This design comes from an exercise in tuning for small area, a short achievable clock period and few clock cycles on the open sky130 flow, not from production work.
Function was checked by simulation only, so behaviour that the tests miss may differ from the original.
Power and IR drop assume default switching activity.

==> inputs of build 31 <==
Design viterbi_dec, start of the top module:
module viterbi_dec (
    input  wire       clk,
    input  wire       rst,         
    input  wire       in_valid,
    output wire       in_ready,
    input  wire [1:0] in_sym,      
    input  wire       in_last,     
    output reg        out_valid,
    output reg        out_bit,
    output reg        out_last
);
==> flow/config.mk <==
export PLATFORM = sky130hd
export DESIGN_NAME = viterbi_dec
export DESIGN_NICKNAME = viterbi_dec
export VERILOG_FILES = /design/flow/design.v
export SDC_FILE = /design/flow/constraint.sdc
export NUM_CORES = 4
export LEC_CHECK = 0
export CAP_MARGIN = 20
export CORE_MARGIN = 2
export CORE_UTILIZATION = 40
export CTS_BUF_LIST = sky130_fd_sc_hd__clkbuf_8
export CTS_CLUSTER_DIAMETER = 80
export CTS_CLUSTER_SIZE = 14
export SLEW_MARGIN = 20
==> flow/constraint.sdc <==
create_clock -name core_clock -period 20.0 [get_ports {clk}]
set_input_delay 4.0000 -clock core_clock [delete_from_list [all_inputs] [get_ports {clk}]]
set_output_delay 4.0000 -clock core_clock [all_outputs]
set_load 0.01 [all_outputs]
standard.sh (not shown) runs the stock make flow with config.mk's settings and CLKGATE_MAP_FILE= SYNTH_SCRIPT=/design/flow/synth_recipe.tcl, a recipe that flattens the netlist after the stock synthesis.
==> flow/flow/run.sh <==
#!/bin/bash
# The standard layout (the standard.sh: ORFS synthesis through finish),
# made with two changes to how it is built, none to what it is built for:
# - the ports are buffered with buf_4 cells instead of the default buffer;
# - the resizer's setup repair aims for 15 ns of slack at the design's
#   20 ns clock, so it speeds up the slowest paths it can.
# The clock, its period, the constraints and every other setting are the standard flow's.
# make's full output goes to flow_make.log here; ORFS keeps each tool's log
# under orfs/logs.
set -euo pipefail
here="$(cd "$(dirname "${BASH_SOURCE[0]}")/.." && pwd)"
cd "$here"
bash standard.sh \
    "BUFFER_PORTS_ARGS=-buffer_cell sky130_fd_sc_hd__buf_4" \
    "SETUP_SLACK_MARGIN=15" \
    finish > flow_make.log 2>&1
test -s out/final.def
==> trial 64: changes against build 31 <==
--- a/flow/config.mk
+++ b/flow/config.mk
@@ -6,9 +6,8 @@
 export NUM_CORES = 4
 export LEC_CHECK = 0
 export CAP_MARGIN = 20
 export CORE_MARGIN = 2
 export CORE_UTILIZATION = 40
-export CTS_BUF_LIST = sky130_fd_sc_hd__clkbuf_8
-export CTS_CLUSTER_DIAMETER = 80
-export CTS_CLUSTER_SIZE = 14
+export CTS_CLUSTER_DIAMETER = 100
+export CTS_CLUSTER_SIZE = 20
 export SLEW_MARGIN = 20
==> build 34: changes against build 31 <==
==> flow/design.v (replaced) <==
module viterbi_dec (
    input  wire       clk,
    input  wire       rst,         
    input  wire       in_valid,
    output wire       in_ready,
    input  wire [1:0] in_sym,      
    input  wire       in_last,     
    output reg        out_valid,
    output reg        out_bit,
    output reg        out_last
);
    localparam K        = 5;
    localparam NP       = 16;       
    localparam W        = 4;        
    localparam POLY0    = 5'h13;
    localparam POLY1    = 5'h1D;
    localparam MIN_TB   = 20;
    localparam TB_GROUP = 12;
    localparam CAP      = 32;       
    function [1:0] bm_hard(input [4:0] st, input [1:0] y);
        reg [1:0] x;
        begin
            x = {^(st & POLY1), ^(st & POLY0)} ^ y;
            bm_hard = {1'b0, x[0]} + {1'b0, x[1]};
        end
    endfunction
    function e2(input [4:0] st, input [1:0] y);
        e2 = (bm_hard(st, y) == 2'd2);
    endfunction
    function c1(input [3:0] x, input [1:0] y);
        c1 = (bm_hard({x, 1'b0}, y) == 2'd1);
    endfunction
    reg        rdy;                 
    reg        v_r, rdy_r, last_r;
    reg  [1:0] sym_r;
    assign in_ready = rdy;
    always @(posedge clk) begin
        v_r    <= in_valid;
        rdy_r  <= rdy & ~rst;
        sym_r  <= in_sym;
        last_r <= in_last;
    end
    wire tk = v_r & rdy_r;          
    reg  [W-1:0]   vm [0:NP-1];     
    reg  [1:0]     ylast;
    reg  [2:0]     wc;              
    reg  [4:0]     h_len;           
    wire warm  = (wc != K);
    wire first = (wc == 3'd0);
    reg  [W-1:0]  nvm [0:NP-1];
    reg  [NP-1:0] acs_d;
    reg  [W-1:0]  dx [0:NP/2-1];
    reg  [W-1:0]  ra, rb;
    reg  [W+1:0]  dd;
    reg           sub8;
    integer q;
    always @(*) begin
        sub8 = 1'b1;
        for (q = 0; q < NP; q = q + 1)
            sub8 = sub8 & vm[q][W-1];
        for (q = 0; q < NP / 2; q = q + 1)
            dx[q] = vm[q] - vm[q | 8];
        for (q = 0; q < NP; q = q + 1) begin
            ra = vm[q >> 1]       + {2'b00, e2(q[4:0], ylast), 1'b0};
            rb = vm[(q >> 1) | 8] + {2'b00, e2(q[4:0] | 5'd16, ylast), 1'b0};
            dd = {{2{dx[q >> 1][W-1]}}, dx[q >> 1]}
               + {3'b000, e2(q[4:0], ylast), 1'b0}
               - {3'b000, e2(q[4:0] | 5'd16, ylast), 1'b0};
            acs_d[q] = !dd[W+1] && (dd != 0);
            if (warm)
                nvm[q] = (first ? {W{1'b0}} : ra) + {3'b000, c1(q[3:0], sym_r)};
            else
                nvm[q] = (acs_d[q] ? rb : ra) + {3'b000, c1(q[3:0], sym_r)};
            nvm[q][W-1] = nvm[q][W-1] ^ (sub8 & !first);
        end
    end
    reg  [NP-1:0]  d_r;             
    reg            upd_r;           
    reg            tbq_r;           
    reg            lst_r;           
    reg  [4:0]     n_r;             
    reg  [CAP-1:0] path [0:NP-1];
    reg  [3:0]     best_r;
    reg            cap_r;           
    reg            fin_due;         
    reg  [4:0]     fin_n;
    reg [NP-1:0] cand;
    reg          any0;
    reg [3:0]    best;
    integer b;
    always @(*) begin
        cand = {NP{1'b1}};
        for (b = W - 1; b >= 0; b = b - 1) begin
            any0 = 1'b0;
            for (q = 0; q < NP; q = q + 1)
                any0 = any0 | (cand[q] & ~vm[q][b]);
            for (q = 0; q < NP; q = q + 1)
                cand[q] = cand[q] & ~(any0 & vm[q][b]);
        end
        best = 4'd0;
        for (q = NP - 1; q >= 0; q = q - 1)
            if (cand[q]) best = q[3:0];
    end
    wire [CAP-1:0] best_p = path[best_r];
    reg  [TB_GROUP-1:0] sbuf;       
    reg  [3:0]          s_cnt;
    reg  [CAP-1:0]      fbuf;       
    reg  [5:0]          f_cnt;
    wire f_free = (f_cnt == 6'd0) || (f_cnt == 6'd1 && s_cnt == 4'd0);
    wire fin_go = fin_due && f_free;
    reg  [2:0] wc_n;
    reg  [4:0] h_len_n;
    reg        lst_n;
    reg        fin_due_n;
    always @(*) begin
        wc_n    = wc;
        h_len_n = h_len;
        lst_n   = 1'b0;
        if (tk) begin
            if (warm) begin
                wc_n = wc + 3'd1;
            end else begin
                h_len_n = (h_len == 5'd31) ? MIN_TB : h_len + 5'd1;
            end
            if (last_r) begin
                wc_n    = 3'd0;
                h_len_n = 5'd0;
                lst_n   = !warm;
            end
        end
        fin_due_n = (fin_due && !f_free) || lst_r;
    end
    integer i;
    always @(posedge clk) begin
        if (tk) begin
            ylast <= sym_r;
            for (i = 0; i < NP; i = i + 1)
                vm[i] <= nvm[i];
        end
        d_r <= acs_d;
        n_r <= (h_len == 5'd31) ? MIN_TB : h_len + 5'd1;
        if (upd_r)
            for (i = 0; i < NP; i = i + 1)
                path[i] <= {~path[(i >> 1) | (d_r[i] ? 8 : 0)][CAP-2:0], d_r[i]};
        if (tbq_r)
            best_r <= best;
        if (lst_r)
            fin_n <= n_r;
        if (cap_r)
            sbuf <= best_p[CAP-1:MIN_TB];
        else
            sbuf <= {sbuf[TB_GROUP-2:0], 1'b0};
        if (fin_go)
            fbuf <= path[0];
        if (rst) begin
            rdy       <= 1'b1;
            wc        <= 3'd0;
            h_len     <= 5'd0;
            upd_r     <= 1'b0;
            tbq_r     <= 1'b0;
            lst_r     <= 1'b0;
            cap_r     <= 1'b0;
            fin_due   <= 1'b0;
            s_cnt     <= 4'd0;
            f_cnt     <= 6'd0;
            out_valid <= 1'b0;
            out_bit   <= 1'b0;
            out_last  <= 1'b0;
        end else begin
            wc      <= wc_n;
            h_len   <= h_len_n;
            upd_r   <= tk && !warm;
            tbq_r   <= tk && !warm && (h_len == 5'd31);
            lst_r   <= lst_n;
            cap_r   <= tbq_r;
            fin_due <= fin_due_n;
            rdy     <= !((fin_due_n || lst_n) && wc_n >= 3'd4);
            out_valid <= 1'b0;
            out_last  <= 1'b0;
            if (s_cnt != 4'd0) begin
                out_valid <= 1'b1;
                out_bit   <= sbuf[TB_GROUP-1] ^ ~s_cnt[0];
                s_cnt     <= s_cnt - 4'd1;
            end else if (f_cnt != 6'd0) begin
                out_valid <= 1'b1;
                out_bit   <= fbuf[f_cnt - 6'd1] ^ ~f_cnt[0];
                out_last  <= (f_cnt == 6'd1);
                f_cnt     <= f_cnt - 6'd1;
            end
            if (cap_r)
                s_cnt <= TB_GROUP;
            if (fin_go)
                f_cnt <= {1'b0, fin_n};
        end
    end
endmodule
==> flow/run.sh (new file) <==
#!/bin/bash
# synth_recipe.tcl (not shown) runs the flow's synth.tcl, then flattens the netlist and writes it again
# the make line also repeats each setting of config.mk as NAME=value (left out here)
make -C /OpenROAD-flow-scripts/flow DESIGN_CONFIG=/design/flow/config.mk WORK_HOME=/design/flow/orfs CLKGATE_MAP_FILE= SYNTH_SCRIPT=/design/flow/synth_recipe.tcl finish
--- a/flow/config.mk
+++ b/flow/config.mk
@@ -6,9 +6,6 @@
 export NUM_CORES = 4
 export LEC_CHECK = 0
 export CAP_MARGIN = 20
 export CORE_MARGIN = 2
 export CORE_UTILIZATION = 40
-export CTS_BUF_LIST = sky130_fd_sc_hd__clkbuf_8
-export CTS_CLUSTER_DIAMETER = 80
-export CTS_CLUSTER_SIZE = 14
 export SLEW_MARGIN = 20
removed: flow/flow/run.sh
removed: flow/standard.sh
==> build 56: changes against build 31 <==
--- a/flow/design.v
+++ b/flow/design.v
@@ -85,14 +85,11 @@
     reg  [NP-1:0]  d_r;             
     reg            upd_r;           
     reg            tbq_r;           
     reg            lst_r;           
     reg  [4:0]     n_r;             
-    reg  [NP-1:0]  d_r2;
-    reg            upd_r2;
-    reg            lst_r2;
-    reg  [CAP-2:0] path [0:NP-1];
+    reg  [CAP-1:0] path [0:NP-1];
     reg  [NP-1:0]  cand_r;          
     reg            cap_r;           
     reg            fin_due;         
     reg  [4:0]     fin_n;
     reg [NP-1:0] cand, c2, c1v;
@@ -116,29 +113,26 @@
         for (q = 0; q < NP; q = q + 1)
             a0 = a0 | (c1v[q] & ~vm[q][0]);
         for (q = 0; q < NP; q = q + 1)
             cand[q] = c1v[q] & ~(a0 & vm[q][0]);
     end
-    reg [NP-1:0]  first_c, src_c;
+    reg [NP-1:0]  first_c;
     reg           seen;
-    reg [CAP-2:0] best_p;
+    reg [CAP-1:0] best_p;
     always @(*) begin
         seen = 1'b0;
         for (q = 0; q < NP; q = q + 1) begin
             first_c[q] = cand_r[q] & ~seen;
             seen = seen | cand_r[q];
         end
-        for (q = 0; q < NP; q = q + 1)
-            src_c[q] = (first_c[2 * (q & 7)]     & (d_r2[2 * (q & 7)]     == q[3]))
-                     | (first_c[2 * (q & 7) + 1] & (d_r2[2 * (q & 7) + 1] == q[3]));
-        best_p = {(CAP-1){1'b0}};
-        for (q = 0; q < NP; q = q + 1)
-            best_p = best_p | (path[q] & {(CAP-1){src_c[q]}});
+        best_p = {CAP{1'b0}};
+        for (q = 0; q < NP; q = q + 1)
+            best_p = best_p | (path[q] & {CAP{first_c[q]}});
     end
     reg  [TB_GROUP-1:0] sbuf;       
     reg  [3:0]          s_cnt;
-    reg  [CAP-2:0]      fbuf;       
+    reg  [CAP-1:0]      fbuf;       
     reg  [5:0]          f_cnt;
     wire f_free = (f_cnt == 6'd0) || (f_cnt == 6'd1 && s_cnt == 4'd0);
     wire fin_go = fin_due && f_free;
     reg  [2:0] wc_n;
     reg  [4:0] h_len_n;
@@ -158,41 +152,38 @@
                 wc_n    = 3'd0;
                 h_len_n = 5'd0;
                 lst_n   = !warm;
             end
         end
-        fin_due_n = (fin_due && !f_free) || lst_r2;
+        fin_due_n = (fin_due && !f_free) || lst_r;
     end
     integer i;
     always @(posedge clk) begin
         if (tk) begin
             ylast <= sym_r;
             for (i = 0; i < NP; i = i + 1)
                 vm[i] <= nvm[i];
         end
         d_r <= acs_d;
         n_r <= (h_len == 5'd31) ? MIN_TB : h_len + 5'd1;
-        d_r2 <= d_r;
-        if (upd_r2)
+        if (upd_r)
             for (i = 0; i < NP; i = i + 1)
-                path[i] <= {~path[(i >> 1) | (d_r2[i] ? 8 : 0)][CAP-3:0], d_r2[i]};
+                path[i] <= {~path[(i >> 1) | (d_r[i] ? 8 : 0)][CAP-2:0], d_r[i]};
         cand_r <= cand;                 
         if (lst_r)
             fin_n <= n_r;
         if (cap_r)
-            sbuf <= best_p[CAP-2:MIN_TB-1];
+            sbuf <= best_p[CAP-1:MIN_TB];
         else
             sbuf <= {sbuf[TB_GROUP-2:0], 1'b0};
         if (fin_go)
             fbuf <= path[0];
         if (rst) begin
             rdy       <= 1'b1;
             wc        <= 3'd0;
             h_len     <= 5'd0;
             upd_r     <= 1'b0;
-            upd_r2    <= 1'b0;
-            lst_r2    <= 1'b0;
             tbq_r     <= 1'b0;
             lst_r     <= 1'b0;
             cap_r     <= 1'b0;
             fin_due   <= 1'b0;
             s_cnt     <= 4'd0;
@@ -202,22 +193,20 @@
             out_last  <= 1'b0;
         end else begin
             wc      <= wc_n;
             h_len   <= h_len_n;
             upd_r   <= tk && !warm;
-            upd_r2  <= upd_r;
-            lst_r2  <= lst_r;
             tbq_r   <= tk && !warm && (h_len == 5'd31);
             lst_r   <= lst_n;
             cap_r   <= tbq_r;
             fin_due <= fin_due_n;
-            rdy     <= !((fin_due_n || lst_n || lst_r) && wc_n >= 3'd4);
+            rdy     <= !((fin_due_n || lst_n) && wc_n >= 3'd4);
             out_valid <= 1'b0;
             out_last  <= 1'b0;
             if (s_cnt != 4'd0) begin
                 out_valid <= 1'b1;
-                out_bit   <= sbuf[TB_GROUP-1] ^ s_cnt[0];
+                out_bit   <= sbuf[TB_GROUP-1] ^ ~s_cnt[0];
                 s_cnt     <= s_cnt - 4'd1;
             end else if (f_cnt != 6'd0) begin
                 out_valid <= 1'b1;
                 out_bit   <= fbuf[f_cnt - 6'd1] ^ ~f_cnt[0];
                 out_last  <= (f_cnt == 6'd1);
==> flow/run.sh (new file) <==
#!/bin/bash
# synth_recipe.tcl (not shown) runs the flow's synth.tcl, then flattens the netlist and writes it again
# the make line also repeats each setting of config.mk as NAME=value (left out here)
make -C /OpenROAD-flow-scripts/flow DESIGN_CONFIG=/design/flow/config.mk WORK_HOME=/design/flow/orfs CLKGATE_MAP_FILE= SYNTH_SCRIPT=/design/flow/synth_recipe.tcl finish
--- a/flow/config.mk
+++ b/flow/config.mk
@@ -6,9 +6,8 @@
 export NUM_CORES = 4
 export LEC_CHECK = 0
 export CAP_MARGIN = 20
 export CORE_MARGIN = 2
 export CORE_UTILIZATION = 40
-export CTS_BUF_LIST = sky130_fd_sc_hd__clkbuf_8
-export CTS_CLUSTER_DIAMETER = 80
-export CTS_CLUSTER_SIZE = 14
+export CTS_CLUSTER_DIAMETER = 100
+export CTS_CLUSTER_SIZE = 20
 export SLEW_MARGIN = 20
removed: flow/flow/run.sh
removed: flow/standard.sh
==> summary.txt <==
Trial 64 went through all stages and came out clean. Build 31 passed the timing, DRC and antenna checks. Build 56 produced a clean layout. Build 34 went through all stages and came out clean.
The highest wire length belongs to build 34, the lowest to trial 64.
Between build 34 and build 31, the lower synthesized cell count is in build 31 (gap 8.9%, measured against build 31).
In sequential power, build 31 and build 56 hardly differ.
Critical path depth is the same in build 31 and build 56.
In trial 64 the synthesized area is lower than in build 34, by 7.5%.
In build 56 the non-clock buffer count is higher than in build 31, by 4.
First-iteration DRC count: trial 64 > build 56 > build 31 > build 34.
Sequential share of layout area, highest first: build 31, build 56, trial 64, build 34.
The highest clock power belongs to build 34, the lowest to build 31.
==> figures <==
quantity	build 31	build 56	trial 64	build 34
Run status	complete, no violations	complete, no violations	complete, no violations	complete, no violations
Die extent in y	287 um	287 um	287 um	298 um
Synth Area in Compound Gates	7.44%	6.93%	7.44%	6.75%
Power consumed by combinational cells	583 uW	555 uW	581 uW	807 uW
Part of the Yosys area used for sequential elements	62.4%	62.5%	62.4%	57.6%
Later-pin clock latency in the skew report	0.69 ns	0.60 ns	0.59 ns	0.63 ns
Clock power share	24.6%	27.9%	28.1%	36.0%
Sequential fraction of total cell area	58.4%	58.1%	58.0%	51.9%
Flip-flop and latch count after synthesis	697	696	697	684
Synth Area in XOR/XNOR	1.37%	1.34%	1.37%	2.87%
Layout overhead on the synthesized area	7.04%	7.75%	7.81%	11.2%
Critical Path Sink Type	output pin	output pin	output pin	register
Global-route wire length before repair	115000 um	116000 um	114000 um	135000 um
Die area	82100 um2	82600 um2	82100 um2	88700 um2
Yosys top cell area share	56.2%	57.5%	56.2%	53.8%
Share of layout cells above drive strength 1	8.11%	6.02%	7.60%	8.47%
Area fraction in and, or, nand and nor cells after synthesis	5.11%	5.26%	5.11%	4.90%
Worst Path Required	16.00 ns	16.00 ns	16.00 ns	20.41 ns
Switching portion of total power	28.8%	26.8%	27.4%	28.6%
Testbench counts of build 31, summed over its fixed seeds: cycles 56,611.
Testbench counts of trial 64, summed over its fixed seeds: cycles 56,611.
Testbench counts of build 34, summed over its fixed seeds: cycles 56,611.
Testbench counts of build 56, summed over its fixed seeds: cycles 56,611.

-- port drivers added, routing unchanged --
The results above use ideal ports. As a check the final layouts listed here were re-extracted and re-timed, cells and wires unchanged. Step 1, drivers: a clkbuf_16 drives clk and a buf_2 each remaining input, both assumed. Step 2 times the ports against the registers' clock, not the clock port: input delays grow and output delays shrink by t, the midpoint of the rising clock arrivals with the driver on. a / b / c = ideal ports / drivers / drivers and shift; a / b = the first two.
run	shift t [ns]	setup WS [ns]	worst setup path after step 2
build 31	0.736	14.865 / 14.804 / 15.316	input to register
trial 64	0.639	14.962 / 14.899 / 15.310	input to register
build 34	0.692	14.331 / 14.282 / 14.331	register to register
build 56	0.649	14.533 / 14.470 / 14.304	input to register
After both steps setup and hold are still met in every run listed. The setup slack of build 56, which loses most, moves by -0.063 ns with the drivers and by -0.229 ns with both steps.
